Background: an optimization exercise with open tools, aiming at small area, a short achievable clock period and few clock cycles. Do not read the settings as production practice.
In this exercise RTL edits were held to simulation tests only and were not proved equivalent to the original.
No activity file was given, so power comes from the tool's default toggle rates.

==> design.v <==
`timescale 1ns/1ps
module mlc_core (
    input             clk,
    input             rst,
    input             req,
    input             we,
    input      [1:0]  space,
    input      [7:0]  addr,
    input      [31:0] wdata,
    output reg [31:0] rdata,
    output            busy
);
    localparam FCAP = 32;
    localparam ECAP = 64;
    localparam RES_OK        = 4'd0;
    localparam RES_MISMATCH  = 4'd1;
    localparam RES_UNDERSIZE = 4'd2;
    localparam RES_CAP       = 4'd7;
    localparam RES_ILL       = 4'd8;
    reg [7:0]  fbuf [0:FCAP-1];
    reg [7:0]  ebuf [0:ECAP-1];
    reg [5:0]  flen;
    reg [6:0]  elen;
    reg [15:0] crc;
    reg [3:0]  res;
    reg        herr;
    reg        busy_r;
    reg [1:0]  eop;        
    reg        pmode;
    reg [6:0]  pk;
    reg [15:0] c0, c1, c2;
    reg [7:0]  ehold;
    reg        pv;         
    reg [1:0]  pt;         
    reg [7:0]  pb;         
    reg        pd;         
    assign busy = busy_r;
    function [7:0] nib;
        input [3:0] n;
        begin
            nib = {n[3], ~n[3], n[2], ~n[2], n[1], ~n[1], n[0], ~n[0]};
        end
    endfunction
    function [7:0] dec;
        input [15:0] w;
        reg [7:0] h, l;
        begin
            h = {w[15], w[13], w[11], w[9], w[7], w[5], w[3], w[1]};
            l = {w[14], w[12], w[10], w[8], w[6], w[4], w[2], w[0]};
            dec = ((h ^ l) == 8'hFF) ? h : 8'hFF;
        end
    endfunction
    function [15:0] step;
        input [15:0] c;
        input [7:0]  b;
        integer i;
        reg [15:0] r;
        begin
            r = c ^ {b, 8'h00};
            for (i = 0; i < 8; i = i + 1)
                r = r[15] ? ({r[14:0], 1'b0} ^ 16'h1021) : {r[14:0], 1'b0};
            step = r;
        end
    endfunction
    wire        wr_ok   = req & we & ~busy_r;
    wire        rd      = req & ~we;
    wire        sp_reg  = (space == 2'd0);
    wire        sp_fb   = (space == 2'd1);
    wire        sp_eb   = (space == 2'd2);
    wire        a_hi0   = (addr[7:6] == 2'd0);
    wire        fb_in   = a_hi0 & ~addr[5];
    wire        eb_in   = a_hi0;
    wire        fb_hw   = wr_ok & sp_fb & fb_in;
    wire        eb_hw   = wr_ok & sp_eb & eb_in;
    wire        issue   = wr_ok & sp_reg & (addr == 8'd0);
    wire [7:0]  opc     = wdata[31:24];
    wire        legal   = (wdata[23:0] == 24'd0) & (opc <= 8'd5);
    wire        is_crc  = issue & legal & (opc == 8'd1);
    wire        is_mkf  = issue & legal & (opc == 8'd2) & (flen <= 6'd30);
    wire        is_chk  = issue & legal & (opc == 8'd3) & (flen >= 6'd2);
    wire        is_enc  = issue & legal & (opc == 8'd4);
    wire        is_dec  = issue & legal & (opc == 8'd5);
    wire        is_fam  = is_crc | is_mkf | is_chk;
    wire        pk_at   = ~pmode & (pk == {1'b0, flen});
    wire        hit     = pk_at & ~pv;
    wire        eng_ext = busy_r & ~pk_at;                
    wire        done    = (is_fam & hit) | (busy_r & hit);
    wire [1:0]  dop     = busy_r ? eop : opc[1:0];
    wire        start   = is_fam & ~hit;
    wire [4:0]  fidx    = busy_r ? pk[4:0] : addr[4:0];
    wire [255:0] fb_flat;
    wire [511:0] eb_flat;
    wire [7:0]  fb_rd;
    wire [31:0] rnext;
    mlc_rdpath u_rd (
        .fb_flat(fb_flat), .eb_flat(eb_flat), .space(space), .addr(addr),
        .fidx(fidx), .herr(herr), .res(res), .busy_r(busy_r), .flen(flen),
        .elen(elen), .crc(crc), .rnext(rnext), .fb_rd(fb_rd)
    );
    wire        a_eq_k  = ({1'b0, addr[6:0]} == {1'b0, pk});
    wire        a_eq_k1 = ({1'b0, addr[6:0]} + 8'd1 == {1'b0, pk});
    wire        a_lt_k  = ({1'b0, addr[6:0]} < {1'b0, pk});
    wire        a_zero  = (addr[6:0] == 7'd0);
    wire [15:0] sbase   = (pt == 2'd0) ? c0 : (pt == 2'd1) ? c1 : 16'hFFFF;
    wire [15:0] snext   = step(sbase, pd ? dec({ehold, pb}) : pb);
    wire [5:0]  ndec    = elen[6:1];
    wire [5:0]  flen1   = flen + 6'd1;
    wire        mkf_done = done & (dop == 2'd2);
    wire        fbus_h  = sp_fb & ~busy_r;
    wire [7:0]  fbus_ev = fbus_h ? wdata[7:0] : (flen[0] ? c0[7:0] : c0[15:8]);
    wire [7:0]  fbus_od = fbus_h ? wdata[7:0] : (flen[0] ? c0[15:8] : c0[7:0]);
    genvar g;
    generate
        for (g = 0; g < FCAP; g = g + 1) begin : gf
            wire hw  = fb_hw & (addr[4:0] == g);
            wire mk  = mkf_done & ((flen[4:0] == g) | (flen1[4:0] == g));
            wire dw  = is_dec & (g < ndec);
            wire       ww  = hw | mk;
            wire       kp  = ~(dw | ww);
            wire [7:0] dv  = dec({ebuf[2*g], ebuf[2*g+1]});
            wire [7:0] wv  = (g % 2 == 0) ? fbus_ev : fbus_od;
            always @(posedge clk)
                fbuf[g] <= ({8{dw}} & dv) | ({8{ww}} & wv) | ({8{kp}} & fbuf[g]);
            assign fb_flat[8*g +: 8] = fbuf[g];
        end
        for (g = 0; g < ECAP; g = g + 1) begin : ge
            wire hw  = eb_hw & (addr[5:0] == g);
            wire ew  = is_enc & ((g / 2) < flen);
            wire       kp  = ~(ew | hw);
            wire [7:0] ev  = (g % 2 == 0) ? nib(fbuf[g/2][7:4]) : nib(fbuf[g/2][3:0]);
            always @(posedge clk)
                ebuf[g] <= ({8{ew}} & ev) | ({8{hw}} & wdata[7:0]) | ({8{kp}} & ebuf[g]);
            assign eb_flat[8*g +: 8] = ebuf[g];
        end
    endgenerate
    always @(posedge clk)
        rdata <= rnext;
    always @(posedge clk) begin
        if (rst) begin
            flen   <= 6'd0;
            elen   <= 7'd0;
            crc    <= 16'hFFFF;
            res    <= RES_OK;
            herr   <= 1'b0;
            busy_r <= 1'b0;
            eop    <= 2'd0;
            pmode  <= 1'b0;
            pk     <= 7'd0;
            c0     <= 16'hFFFF;
            c1     <= 16'hFFFF;
            c2     <= 16'hFFFF;
            ehold  <= 8'd0;
            pv     <= 1'b0;
            pt     <= 2'd0;
            pb     <= 8'd0;
            pd     <= 1'b0;
        end else begin
            if (rd) begin
                if (((space == 2'd1) & ~fb_in) | ((space == 2'd2) & ~eb_in))
                    if (!busy_r) herr <= 1'b1;
            end
            if (req & we & busy_r) begin
                if (!(sp_reg && addr >= 8'd7) && space != 2'd3)
                    herr <= 1'b1;
            end
            if (wr_ok & sp_reg) begin
                case (addr)
                    8'd0: begin
                        if (!legal) res <= RES_ILL;
                        else if (opc == 8'd2 && flen > 6'd30) res <= RES_CAP;
                        else if (opc == 8'd3 && flen < 6'd2) res <= RES_UNDERSIZE;
                        else if (!start) res <= RES_OK;
                    end
                    8'd2: begin
                        if (wdata <= FCAP) flen <= wdata[5:0];
                        else herr <= 1'b1;
                    end
                    8'd3: begin
                        if (wdata <= ECAP) elen <= wdata[6:0];
                        else herr <= 1'b1;
                    end
                    8'd1, 8'd4, 8'd5, 8'd6: herr <= 1'b1;
                    default: ;
                endcase
            end
            if ((wr_ok & sp_fb & ~fb_in) | (wr_ok & sp_eb & ~eb_in))
                herr <= 1'b1;
            if (is_enc) elen <= {flen, 1'b0};
            if (is_dec) flen <= ndec;
            if (start) begin
                busy_r <= 1'b1;
                eop    <= opc[1:0];
            end
            if (done) begin
                busy_r <= 1'b0;
                case (dop)
                    2'd3: begin
                        crc <= c2;
                        res <= (c0 == 16'h0000) ? RES_OK : RES_MISMATCH;
                    end
                    2'd2: begin
                        crc  <= c0;
                        flen <= flen + 6'd2;
                        res  <= RES_OK;
                    end
                    default: begin
                        crc <= c0;
                        res <= RES_OK;
                    end
                endcase
            end
            pv <= 1'b0;
            if (pv) begin
                c0 <= snext;
                if (pt == 2'd0) begin c1 <= c0; c2 <= c1; end
                if (pt == 2'd2) c1 <= 16'hFFFF;
            end
            if (busy_r) begin
                if (eng_ext) begin
                    pk <= pk + 7'd1;
                    pv <= 1'b1; pt <= 2'd0; pb <= fb_rd; pd <= 1'b0;
                end
            end else if (start) begin
                if (pmode || pk > {1'b0, flen}) begin
                    pmode <= 1'b0;
                    pk    <= 7'd0;
                    c0    <= 16'hFFFF;
                end
            end else if (is_dec) begin
                if (pmode) begin
                    pmode <= 1'b0;
                    if (pk[6:1] <= ndec) begin
                        pk <= {1'b0, pk[6:1]};
                    end else begin
                        pk <= 7'd0;
                        c0 <= 16'hFFFF;
                    end
                end else if (ndec != 6'd0) begin
                    pk <= 7'd0;
                    c0 <= 16'hFFFF;
                end
            end else if (is_enc) begin
                if (pmode && flen != 6'd0) begin
                    pk <= 7'd0;
                    c0 <= 16'hFFFF;
                end
            end else if (fb_hw) begin
                if (!pmode && a_eq_k) begin
                    pk <= pk + 7'd1;
                    pv <= 1'b1; pt <= 2'd0; pb <= wdata[7:0]; pd <= 1'b0;
                end else if (a_zero) begin
                    pmode <= 1'b0;
                    pk <= 7'd1;
                    pv <= 1'b1; pt <= 2'd2; pb <= wdata[7:0]; pd <= 1'b0;
                end else if (!pmode && a_eq_k1) begin
                    pv <= 1'b1; pt <= 2'd1; pb <= wdata[7:0]; pd <= 1'b0;
                end else if (!pmode && a_lt_k) begin
                    pk <= 7'd0;
                    c0 <= 16'hFFFF;
                end
            end else if (eb_hw) begin
                if (pmode && a_eq_k) begin
                    pk <= pk + 7'd1;
                    if (addr[0]) begin
                        pv <= 1'b1; pt <= 2'd0; pb <= wdata[7:0]; pd <= 1'b1;
                    end else begin
                        ehold <= wdata[7:0];
                    end
                end else if (a_zero) begin
                    pmode <= 1'b1;
                    pk    <= 7'd1;
                    c0    <= 16'hFFFF;
                    ehold <= wdata[7:0];
                end else if (pmode && a_eq_k1) begin
                    if (addr[0]) begin
                        pv <= 1'b1; pt <= 2'd1; pb <= wdata[7:0]; pd <= 1'b1;
                    end else begin
                        ehold <= wdata[7:0];
                    end
                end else if (pmode && a_lt_k) begin
                    pk <= 7'd0;
                    c0 <= 16'hFFFF;
                end
            end
        end
    end
endmodule
module mlc_rdpath (
    input  [255:0] fb_flat,
    input  [511:0] eb_flat,
    input  [1:0]   space,
    input  [7:0]   addr,
    input  [4:0]   fidx,
    input          herr,
    input  [3:0]   res,
    input          busy_r,
    input  [5:0]   flen,
    input  [6:0]   elen,
    input  [15:0]  crc,
    output reg [31:0] rnext,
    output [7:0]   fb_rd
);
    assign fb_rd = fb_flat[8*fidx +: 8];
    wire [7:0] eb_rd = eb_flat[8*addr[5:0] +: 8];
    always @(*) begin
        rnext = 32'd0;
        case (space)
            2'd0: begin
                case (addr)
                    8'd1: rnext = {23'd0, herr, res, 3'd0, busy_r};
                    8'd2: rnext = {26'd0, flen};
                    8'd3: rnext = {25'd0, elen};
                    8'd4: rnext = {16'd0, crc};
                    8'd6: rnext = 32'd64;
                    default: rnext = 32'd0;
                endcase
            end
            2'd1: if (addr[7:5] == 3'd0) rnext = {24'd0, fb_rd};
            2'd2: if (addr[7:6] == 2'd0) rnext = {24'd0, eb_rd};
            default: ;
        endcase
    end
endmodule
==> run.sh <==
#!/bin/bash
# synth_recipe.tcl (not shown) runs the flow's synth.tcl, then flattens the netlist and writes it again
# the make line also repeats each setting of config.mk as NAME=value (left out here)
make -C /OpenROAD-flow-scripts/flow DESIGN_CONFIG=/design/flow/config.mk WORK_HOME=/design/flow/orfs CLKGATE_MAP_FILE= SYNTH_SCRIPT=/design/flow/synth_recipe.tcl finish
==> config.mk <==
export PLATFORM = sky130hd
export DESIGN_NAME = mlc_core
export DESIGN_NICKNAME = mlc_core
export VERILOG_FILES = /design/flow/design.v
export SDC_FILE = /design/flow/constraint.sdc
export NUM_CORES = 4
export LEC_CHECK = 0
export CAP_MARGIN = 20
export CORE_MARGIN = 2
export CORE_UTILIZATION = 40
export PLACE_DENSITY = 0.6
export SETUP_SLACK_MARGIN = 4.5
export SLEW_MARGIN = 20
export SYNTH_HIERARCHICAL = 1
export SYNTH_MINIMUM_KEEP_SIZE = 0
export TNS_END_PERCENT = 5
==> constraint.sdc <==
create_clock -name core_clock -period 8.0 [get_ports {clk}]
set_input_delay 1.6000 -clock core_clock [delete_from_list [all_inputs] [get_ports {clk}]]
set_output_delay 1.6000 -clock core_clock [all_outputs]
set_load 0.01 [all_outputs]
==> flow_metrics.py, run 1 <==
metrics = {
    "run_status": {
        "outcome": "no timing/DRC/antenna violations",
    },
    "drt": {
        "detail_route.wl_per_cell_um": 33.1,
        "drt_iter0_markers": 8141,
        "dr.pass1.iters": 8,
        "drc": 0,
        "vias": 50900,
        "routed_wl_mm": 254,
        "viasPerCell": 6.64,
        "postRouteAntennaNets": 0,
    },
    "synth": {
        "synth-seq-cells": 913,
        "synthCells": 5846,
        "async_flop_share_pct": 0,
        "yosys_warnings": 10,
        "seq_area_frac_synth_pct": 37.2,
        "synth_cell_types": 89,
        "avgSynthCellArea_um2": 8.39,
        "synth_top_flop_cell": "dfxtp_1",
        "syn_area_mm2": 0.0491,
        "synth-edff-count": 0,
    },
    "clock_tree": {
        "clock_sinks": 913,
        "clk_latency_ns": 0.78,
        "cts_made_buffers": 102,
        "cts-root-buf": "clkbuf_16",
        "cts_buffer_depth": 3,
        "h-tree-depth": 3,
        "cts_tree": "yes",
        "clk_pin_slew_ns": 0.06,
    },
    "power_and_ir_drop": {
        "p_leak_nw": 23.0,
        "p_per_area_mw_per_mm2": 179,
        "ir_worst_vdd_mv": 0.215,
        "finalPower_mw": 10.4,
    },
    "timing": {
        "hold_violations": 0,
        "finalSetupTns_ns": 0,
        "whs_ns": 0.455,
        "fmax_ghz": 0.240,
        "relSlewSlack_pct": 13.5,
        "setup_violations": 0,
        "drv_slew": 0,
        "clock-skew-final_ns": 0.0332,
        "fin_crit_ns": 4.17,
        "min_period_over_period_pct": 52.2,
        "layout_setup_ws_ns": 3.83,
        "rsz0062_at_grt": "yes",
        "worst-slew-pin-transition_ns": 1.30,
    },
    "worst_hold_path": {
        "min_path_type": "reg -> reg",
        "worstHoldPathCells": 1,
    },
    "place": {
        "pre_cts_slack_ns": 2.10,
        "dp_cells": 7369,
        "io_buffers": 78,
        "gp_congestion": 1.11,
        "dpl_cell_area_mm2": 0.0517,
        "dp_hpwl_mm": 173,
    },
    "global_route": {
        "grt_max_degree": 87,
        "grt_pass1_vias": 46100,
        "grt.total_usage_pct": 38.9,
        "antenna_found_initial": 29,
        "overflow": 0,
        "grt_first_pass_wirelength_mm": 353,
    },
    "layout": {
        "fillerInstances": 11700,
        "fin_cells": 7665,
        "drive_gt1_share_pct": 14.9,
        "finalInstanceArea_mm2": 0.0580,
        "area_growth_pct": 18.1,
        "layout_common_cells": "1400 x nand2_1, 911 x dfxtp_1, 469 x nor2_1",
        "final_common_cell": "nand2_1",
        "fin_util_pct": 47.6,
        "finalNetCount": 6034,
    },
    "floorplanning": {
        "die_w_um": 354,
        "start_util_pct": 40.3,
        "die_h_um": 354,
        "num_rows": 128,
        "io_pins": 79,
        "coreArea_mm2": 0.122,
        "die_area_mm2": 0.125,
    },
    "critical_path": {
        "worstSetupPathType": "in -> reg",
        "path_cells": "clkdlybuf4s15_2, buf_6, inv_1, nand2_1, o21ai_1, nand4b_1, nand4_1",
        "rr_worst_depth": 8,
        "endpoint_kind": "flop",
        "max_stage_delay_ns": 0.62,
        "slowest_stage": "inv_1",
        "required_ns": 8.63,
        "worstPathArrival_ns": 4.80,
        "startpoint_type": "primary input",
        "cp_max_fo": 28,
    },
    "run": {
        "maxCapViolCount": 0,
    },
}
==> per-module statistics from Yosys, one instance, submodules excluded <==
module	copies in the design	flip-flops and latches	cells
mlc_rdpath	1	0	643
mlc_core	1	913	5203
==> layout make-up <==
| cell class | count | area [µm²] | area share (%) |
|---|---|---|---|
| Clock inverter | 38 | 465 | 0.803 |
| Inverter | 37 | 166 | 0.287 |
| Multi-Input combinational cell | 4588 | 30900 | 53.2 |
| Tap cell | 1625 | 2030 | 3.51 |
| Timing Repair Buffer | 317 | 3140 | 5.42 |
| Sequential cell | 913 | 18300 | 31.5 |
| Clock buffer | 145 | 3010 | 5.19 |
| Antenna cell | 2 | 5.00 | 0.00863 |
==> kinds of logic after synthesis <==
kind of cell             synth area share (%)
AND/OR/NAND/NOR                          21.1
AO/OA/AOI/OAI                            21.2
flip-flops                               37.2
buffers and inverters                    3.14
multiplexers                             11.2
XOR/XNOR                                 5.44
adder cells (fa/ha/maj)                 0.739
other                                 0.00764
==> per-layer routing <==
| metal | up-vias | GRT usage (%) | routed length (µm) |
|---|---|---|---|
| met5 | - | 0 | 211 |
| met2 | 3797 | 54.3 | 101000 |
| met3 | 1035 | 13.3 | 35000 |
| li1 | 21500 | - | - |
| met1 | 24600 | 50.0 | 95300 |
| met4 | 30 | 27.7 | 22300 |
==> registers in the layout, indices dropped and copies added, names as in the netlist, 2 cells and up <==
name   cells
pb         8
flen       6
fbuf     256
pt         2
elen       7
ebuf     512
c2        16
crc       16
eop        2
c0        16
c1        16
pk         7
rdata     32
res        4
ehold      8
==> synthesized netlist by cell type, types with 36 or more instances <==
library cell	n	area [µm²]
mux4_2	155	3490
a22oi_1	329	2470
dfxtp_1	913	18300
nor2_1	532	2000
o21ai_0	95	475
nor3_1	90	450
nor4_1	76	475
a21o_1	171	1280
a21oi_1	104	521
xor2_1	76	666
o211ai_1	313	2350
clkbuf_1	243	912
a211oi_1	42	315
xnor2_1	229	2010
nand2_1	1417	5320
nor2b_1	61	382
and2_1	40	250
a211o_1	36	315
mux2i_1	157	1570
o22ai_1	168	1050
nand3_1	75	375
==> repair_timing <==
| item | in CTS | in global routing |
|---|---|---|
| setup buffers | 55 | 44 |
| pin swaps | 30 | 45 |
| setup endpoints to repair | 866 | 855 |
| cloned | 11 | 1 |
| hold buffers | 0 | 0 |
| resized for setup | 267 | 156 |
==> where the power goes <==
group	internal (mW)	total, mW	switching, mW
clock network	2.89	4.98	2.09
registers	4.60	4.67	0.0737
logic	0.214	0.721	0.507
==> worst max-delay path, delay by kind of cell <==
kind	cells	cell delay, ns
buf+inv	3	1.13
simple gates	3	1.39
compound gates	1	0.62
==> path summary, 6_finish.rpt <==
kind / startpoint / to / slack [ns]
max: addr[3] / rdata[7] / 3.83
min: crc[13] / rdata[13] / 0.46
max reg2reg: flen[1] / ebuf[1][4] / 3.98
min reg2reg: crc[13] / rdata[13] / 0.46
Testbench counts, summed over its fixed seeds: cycles 11,433.
==> run 2, diff against run 1 <==
--- a/config.mk
+++ b/config.mk
@@ -9,8 +9,8 @@
 export CORE_MARGIN = 2
 export CORE_UTILIZATION = 40
 export PLACE_DENSITY = 0.6
-export SETUP_SLACK_MARGIN = 4.5
+export SETUP_SLACK_MARGIN = 4.2
 export SLEW_MARGIN = 20
 export SYNTH_HIERARCHICAL = 1
 export SYNTH_MINIMUM_KEEP_SIZE = 0
-export TNS_END_PERCENT = 5
+export TNS_END_PERCENT = 100
==> run 2 against run 1 <==
Net effect: still clean on timing, DRC and antenna; count of clock-buffer cells in the layout increased by 9; power up 1.5%; critical path depth did not move; first-iteration DRC count shrank 8.4%; sequential power is essentially flat; register-to-register slack better by 0.22 ns; setup slack improved by 0.065 ns; critical endpoint is now rdata[2].
==> flow_metrics.py, run 2 <==
metrics = {
    "run_status": {
        "outcome": "no timing/DRC/antenna violations",
    },
    "layout": {
        "fillerInstances": 11700,
        "largest_reg_flops": 512,
        "largestRegisters": "ebuf: 512 flops, fbuf: 256 flops, rdata: 32 flops",
        "finalNetCount": 6081,
        "layout_common_cells": "1399 x nand2_1, 910 x dfxtp_1, 459 x nor2_1",
        "area_growth_pct": 20.4,
        "final_common_cell": "nand2_1",
        "drive_gt1_share_pct": 16.5,
        "seq_area_mm2": 0.0183,
        "largest_register": "ebuf",
        "multiInputGateArea_mm2": 0.0314,
    },
    "synth": {
        "yosys_warnings": 10,
        "async_flop_share_pct": 0,
        "yosys.area_share.adder_pct": 0.739,
        "synth_top_area_cell": "dfxtp_1",
        "synth_cell_types": 89,
        "synth_top_flop_cell": "dfxtp_1",
        "avgSynthCellArea_um2": 8.39,
        "synth-seq-cells": 913,
        "synth_xor_area_share_pct": 5.44,
        "muxShareOfSynthArea_pct": 11.2,
        "synth-edff-count": 0,
        "synthSimpleGateAreaFrac_pct": 21.1,
        "synth_top_area_share_pct": 37.2,
        "synthCells": 5846,
        "synth_top_family_by_area": "compound AO/OA/AOI/OAI gates",
        "synth_area_leaders": "dfxtp_1 37%, nand2_1 11%, mux4_2 7.1%",
        "yosysMostFrequentCell": "nand2_1",
        "netlist_top_cells_count": "1417 x nand2_1, 913 x dfxtp_1, 532 x nor2_1, 329 x a22oi_1, 313 x o211ai_1",
        "synth_compound_area_share_pct": 21.2,
        "seq_area_frac_synth_pct": 37.2,
        "syn_area_mm2": 0.0491,
    },
    "place": {
        "gp_congestion": 1.09,
        "dp_hpwl_mm": 183,
        "io_buffers": 78,
        "pre_cts_slack_ns": 1.87,
    },
    "timing": {
        "drv_slew": 0,
        "rsz0062_at_grt": "yes",
        "finalSetupTns_ns": 0,
        "hold_violations": 0,
        "layout_setup_ws_ns": 3.89,
        "worst-slew-pin-transition_ns": 1.37,
        "setup_violations": 0,
        "relSlewSlack_pct": 8.60,
        "fmax_ghz": 0.243,
        "clock-skew-final_ns": 0.0535,
        "min_period_over_period_pct": 51.4,
        "fin_crit_ns": 4.11,
    },
    "critical_path": {
        "required_ns": 8.54,
        "worstSetupPathType": "in -> reg",
        "startpoint_type": "primary input",
        "endpoint_kind": "flop",
        "cp_max_fo": 44,
        "r2r_slack_ns": 4.20,
        "worstPathArrival_ns": 4.65,
    },
    "floorplanning": {
        "start_util_pct": 40.3,
        "io_pins": 79,
        "die_area_mm2": 0.125,
        "coreArea_mm2": 0.122,
        "die_w_um": 354,
        "die_h_um": 354,
        "num_rows": 128,
    },
    "clock_tree": {
        "cts_made_buffers": 104,
        "clk_latency_ns": 0.78,
        "cts_tree": "yes",
        "postCtsHoldBufs": 0,
        "h-tree-depth": 3,
        "cts_buffer_depth": 3,
        "clk_pin_slew_ns": 0.06,
        "clock_sinks": 913,
        "cts-root-buf": "clkbuf_16",
    },
    "drt": {
        "vias": 51100,
        "drt_iter0_markers": 7460,
        "dr.pass1.iters": 6,
        "detail_route.wl_per_cell_um": 33.8,
        "postRouteAntennaNets": 0,
        "drc": 0,
        "routed_wl_mm": 262,
        "viasPerCell": 6.61,
    },
    "power_and_ir_drop": {
        "ir_worst_vdd_mv": 0.167,
        "p_per_area_mw_per_mm2": 178,
        "p_leak_nw": 23.4,
    },
    "worst_hold_path": {
        "min_path_type": "reg -> reg",
    },
    "global_route": {
        "grt_pass1_vias": 46200,
        "overflow": 0,
        "grt_max_degree": 80,
        "grt.total_usage_pct": 40.2,
        "grt_first_pass_wirelength_mm": 362,
        "antenna_found_initial": 21,
    },
    "run": {
        "maxCapViolCount": 0,
    },
}
run 2: final timing paths:
path                start     endpoint  cells past startpoint
hold reg to reg   crc[11]      crc[11]                      1
setup reg to reg  flen[1]  fbuf[13][3]                     11
setup / recovery  addr[4]     rdata[2]                      7
hold / removal    crc[11]      crc[11]                      1
run 2: power breakdown:
group | internal [mW] | switching [mW]
clock | 2.96 | 2.15
combinational | 0.222 | 0.517
sequential | 4.60 | 0.0803
total | 7.77 | 2.75
run 2: cells by family after synthesis:
kind of cell | after synthesis
and+or+nand+nor | 2447
AOI/OAI and AO/OA | 1449
muxes | 339
adders and majority gates | 29
buffers and inverters | 363
xor gates and xnor gates | 305
DFF | 913
other | 1
run 2: cell type report:
cell class	count	share of cell area (%)
Antenna cell	15	0.0636
Sequential cell	913	31.0
Clock buffer	154	5.22
Clock inverter	39	0.826
Timing Repair Buffer	360	6.08
Multi-Input combinational cell	4590	53.1
Inverter	37	0.297
Tap cell	1625	3.44
run 2: routing by layer:
layer  track usage (%)  vias to the layer above  share of wire [%]
met3              14.6                      949                 13
met1              52.1                    25000                 39
met5                 0                        -              0.089
met4              25.0                       28                7.7
li1                  -                    21600                  -
met2              56.3                     3545                 40
run 2: critical path, cell delays in order:
cell	delay, ns
buf_2	0.25
buf_4	0.68
mux4_2	0.41
a22oi_1	0.42
nand2_1	0.27
a22oi_1	0.60
nand3_1	0.35
run 2: repair_timing:
item                                    4_1_cts  5_1_grt
hold endpoints to repair                      0        0
pin swaps                                    30       76
buffers inserted                             60       92
gates cloned                                 12        2
gates resized for setup                     217      177
endpoints found under the setup margin      856      734
run 2: Yosys stat by module, one instance, submodules excluded:
| module | copies in the design | flops+latches |
|---|---|---|
| mlc_core | 1 | 913 |
| mlc_rdpath | 1 | 0 |
run 2: stage by stage:
step	std cells	total power, mW	cell area (µm²)	hold WS, ns	utilization [%]
6_report	7733	10.5	59100	0.453	48.5
2_1_floorplan	5861	5.08	50100	0.427	-
3_3_place_gp	7355	5.40	52100	0.437	42.8
4_1_cts	7624	10.5	57400	0.457	47.2
5_1_grt	7719	10.7	59000	0.472	48.5
3_5_place_dp	7359	5.40	52200	0.444	42.9
==> run 3, diff against run 2 <==
--- a/config.mk
+++ b/config.mk
@@ -7,10 +7,10 @@
 export LEC_CHECK = 0
 export CAP_MARGIN = 20
 export CORE_MARGIN = 2
-export CORE_UTILIZATION = 40
-export PLACE_DENSITY = 0.6
-export SETUP_SLACK_MARGIN = 4.2
+export CORE_UTILIZATION = 55
+export PLACE_DENSITY = 0.7
+export SETUP_SLACK_MARGIN = 4.4
 export SLEW_MARGIN = 20
 export SYNTH_HIERARCHICAL = 1
 export SYNTH_MINIMUM_KEEP_SIZE = 0
-export TNS_END_PERCENT = 100
+export TNS_END_PERCENT = 30
==> run 3 against run 2 <==
Net effect: register-to-register slack lost 0.35 ns; global-route usage grew 13 points; clock skew shrank 0.022 ns; sequential power is essentially flat; setup slack lost 0.044 ns; wire length shrank 3.2%; flip-flop and latch count is the same; power shrank 1.2%; first-iteration DRC count grew 16%; fmax shrank 1.1%; cell area grew 1.6%.
==> flow_metrics.py, run 3 <==
metrics = {
    "run_status": {
        "outcome": "no timing/DRC/antenna violations",
    },
    "timing": {
        "finalSetupTns_ns": 0,
        "fin_crit_ns": 4.15,
        "worst-slew-pin-transition_ns": 1.37,
        "min_period_over_period_pct": 51.9,
        "setup_violations": 0,
        "drv_slew": 0,
        "hold_violations": 0,
        "relSlewSlack_pct": 8.46,
        "fmax_ghz": 0.241,
        "rsz0062_at_grt": "yes",
        "whs_ns": 0.452,
        "clock-skew-final_ns": 0.0315,
    },
    "clock_tree": {
        "clock_sinks": 913,
        "clk_pin_slew_ns": 0.06,
        "clk_latency_ns": 0.75,
        "cts-root-buf": "clkbuf_16",
        "cts_made_buffers": 100,
        "cts_tree": "yes",
        "h-tree-depth": 3,
        "cts_buffer_depth": 3,
    },
    "worst_hold_path": {
        "min_path_type": "reg -> reg",
        "min_from": "crc[12]",
    },
    "drt": {
        "detail_route.wl_per_cell_um": 34.6,
        "postRouteAntennaNets": 0,
        "drt_iter0_markers": 8641,
        "vias": 52700,
        "dr.pass1.iters": 10,
        "drc": 0,
        "viasPerCell": 7.19,
        "routed_wl_mm": 253,
    },
    "floorplanning": {
        "die_w_um": 303,
        "coreArea_mm2": 0.0884,
        "io_pins": 79,
        "start_util_pct": 55.5,
        "die_h_um": 303,
        "num_rows": 109,
        "die_area_mm2": 0.0916,
    },
    "global_route": {
        "grt.total_usage_pct": 53.0,
        "grt_first_pass_wirelength_mm": 346,
        "use_met2_pct": 70.3,
        "antenna_found_initial": 25,
        "grt_use_met3_pct": 26.5,
        "overflow": 0,
        "use_met1_pct": 64.3,
        "top_usage_layer": "met2",
        "grt_pass1_vias": 46500,
        "grt_max_degree": 106,
    },
    "critical_path": {
        "r2r_slack_ns": 3.85,
        "endpoint_kind": "flop",
        "startpoint_type": "flop",
        "cp_max_fo": 16,
        "rr_startpoint": "elen[6]",
        "worstSetupPathType": "reg -> reg",
        "required_ns": 8.61,
        "worstPathArrival_ns": 4.77,
        "startpoint": "elen[6]",
    },
    "synth": {
        "synth-seq-cells": 913,
        "async_flop_share_pct": 0,
        "synth_top_area_cell": "dfxtp_1",
        "seq_area_frac_synth_pct": 37.2,
        "synth_top_flop_cell": "dfxtp_1",
        "avgSynthCellArea_um2": 8.39,
        "synth_area_leaders": "dfxtp_1 37%, nand2_1 11%, mux4_2 7.1%",
        "synth_cell_types": 89,
        "netlist_top_cells_count": "1417 x nand2_1, 913 x dfxtp_1, 532 x nor2_1, 329 x a22oi_1, 313 x o211ai_1",
        "yosysMostFrequentCell": "nand2_1",
        "yosys_warnings": 10,
        "synth_top_area_share_pct": 37.2,
        "synthCells": 5846,
        "synth-edff-count": 0,
        "syn_area_mm2": 0.0491,
    },
    "place": {
        "dp_hpwl_mm": 171,
        "io_buffers": 78,
        "dp_cells": 6898,
        "gp_congestion": 1.16,
    },
    "layout": {
        "fin_cells": 7327,
        "largest_register": "ebuf",
        "final_common_cell": "nand2_1",
        "finalNetCount": 6142,
        "drive_gt1_share_pct": 19.1,
        "layout_common_cells": "1372 x nand2_1, 910 x dfxtp_1, 444 x nor2_1",
        "largest_reg_flops": 512,
        "largestRegisters": "ebuf: 512 flops, fbuf: 256 flops, rdata: 32 flops",
        "area_growth_pct": 22.3,
    },
    "power_and_ir_drop": {
        "p_leak_nw": 24.1,
        "ir_worst_vdd_mv": 0.243,
        "p_per_area_mw_per_mm2": 173,
    },
    "run": {
        "maxCapViolCount": 0,
    },
}
[run 3: area by class of cell]
cell class	count	area [µm²]
diodes	17	42.5
well taps	1165	1460
multi-input cells	4590	32000
repair buffers	425	4670
inverters	37	170
clock inverters	37	472
fillers	7299	28300
flip-flops and latches	913	18300
clock buffers	143	2960
[run 3: routing by layer]
layer | vias to the layer above | wire (µm)
met3 | 1455 | 42800
met5 | - | 669
met4 | 26 | 25600
li1 | 21700 | -
met2 | 4518 | 96300
met1 | 25000 | 87800
[run 3: cells by family (layout without fill, tap and decap cells)]
group | after synthesis | count (layout) | synth area share, %
AND/OR/NAND/NOR | 2447 | 2449 | 21.1
adder cells (fa/ha/maj) | 29 | 29 | 0.739
other | 1 | 33 | 0.00764
flip-flops | 913 | 913 | 37.2
multiplexers | 339 | 339 | 11.2
XOR/XNOR | 305 | 305 | 5.44
AO/OA/AOI/OAI | 1449 | 1452 | 21.2
buffers and inverters | 363 | 642 | 3.14
[run 3: path summary, 6_finish.rpt]
check	end	cells after the start
setup reg to reg	c0[10]	10
hold reg to reg	crc[12]	1
setup / recovery	c0[10]	10
hold / removal	crc[12]	1
[run 3: through the flow]
| step | utilization [%] | setup slack, ns | power [mW] | cell area, µm² |
|---|---|---|---|---|
| 2_1_floorplan | - | 3.55 | 5.07 | 49600 |
| 3_3_place_gp | 58.0 | 2.05 | 5.38 | 51300 |
| 3_5_place_dp | 58.1 | 1.90 | 5.38 | 51300 |
| 4_1_cts | 64.9 | 4.12 | 10.2 | 57300 |
| 5_1_grt | 67.9 | 3.88 | 10.5 | 60000 |
| 6_report | 67.9 | 3.85 | 10.4 | 60000 |
[run 3: modules after synthesis, one instance, submodules excluded]
module / flip-flops and latches / cells / cell area [µm²] / times used
mlc_core: 913 / 5203 / 42200 / 1
mlc_rdpath: 0 / 643 / 6880 / 1
[run 3: where the power goes]
group / leakage, nW / switching, mW / internal, mW
logic: 15.1 / 0.544 / 0.248
clock network: 1.70 / 2.06 / 2.88
registers: 7.37 / 0.0771 / 4.60
[run 3: repair_timing]
| action | CTS | global route |
|---|---|---|
| setup endpoints to repair | 865 | 820 |
| pin swaps | 71 | 153 |
| hold buffers | 0 | 0 |
| gates resized for setup | 340 | 346 |
| setup buffers | 91 | 118 |
| gates cloned | 14 | 9 |
[run 3: worst max-delay path, cell delays in order, from the launching register on]
cell     delay (ns)
dfxtp_1        0.30
buf_4          0.21
inv_1          0.42
nand2_1        0.32
nor2_1         0.65
nand3_1        0.59
nand2_2        0.64
o21ai_0        0.19
a21oi_1        0.30
buf_4          0.29
nand2_1        0.07

==> re-timing with driven ports <==
The flow's constraints put no driver on any port. The routed layouts listed below were extracted and timed again, unchanged, in two steps.
Step 1 sets driving cells, clkbuf_16 on the clock port and buf_2 on the other inputs (assumed; they add their load-dependent delay and slew).
Step 2, shift: input delay + t, output delay - t, t = (earliest + latest rising clock arrival at the registers) / 2. This alone moves slack from input paths to output paths.
Slacks: ideal ports / drivers / drivers and shift; pairs: ideal ports / drivers.
| run | t, ns | setup slack, ns | latest minus earliest clock arrival (ns) | slew at the worst register clock pin (ns) |
|---|---|---|---|---|
| run 1 | 0.837 | 3.826 / 3.793 / 2.956 | 0.034 / 0.033 | 0.07 / 0.07 |
| run 2 | 0.836 | 3.891 / 3.832 / 2.996 | 0.054 / 0.054 | 0.07 / 0.07 |
| run 3 | 0.816 | 3.847 / 3.760 / 2.944 | 0.032 / 0.032 | 0.07 / 0.07 |
After both steps setup and hold are still met in every run listed. The setup slack of run 3, which loses most, moves by -0.087 ns with the drivers and by -0.903 ns with both steps.
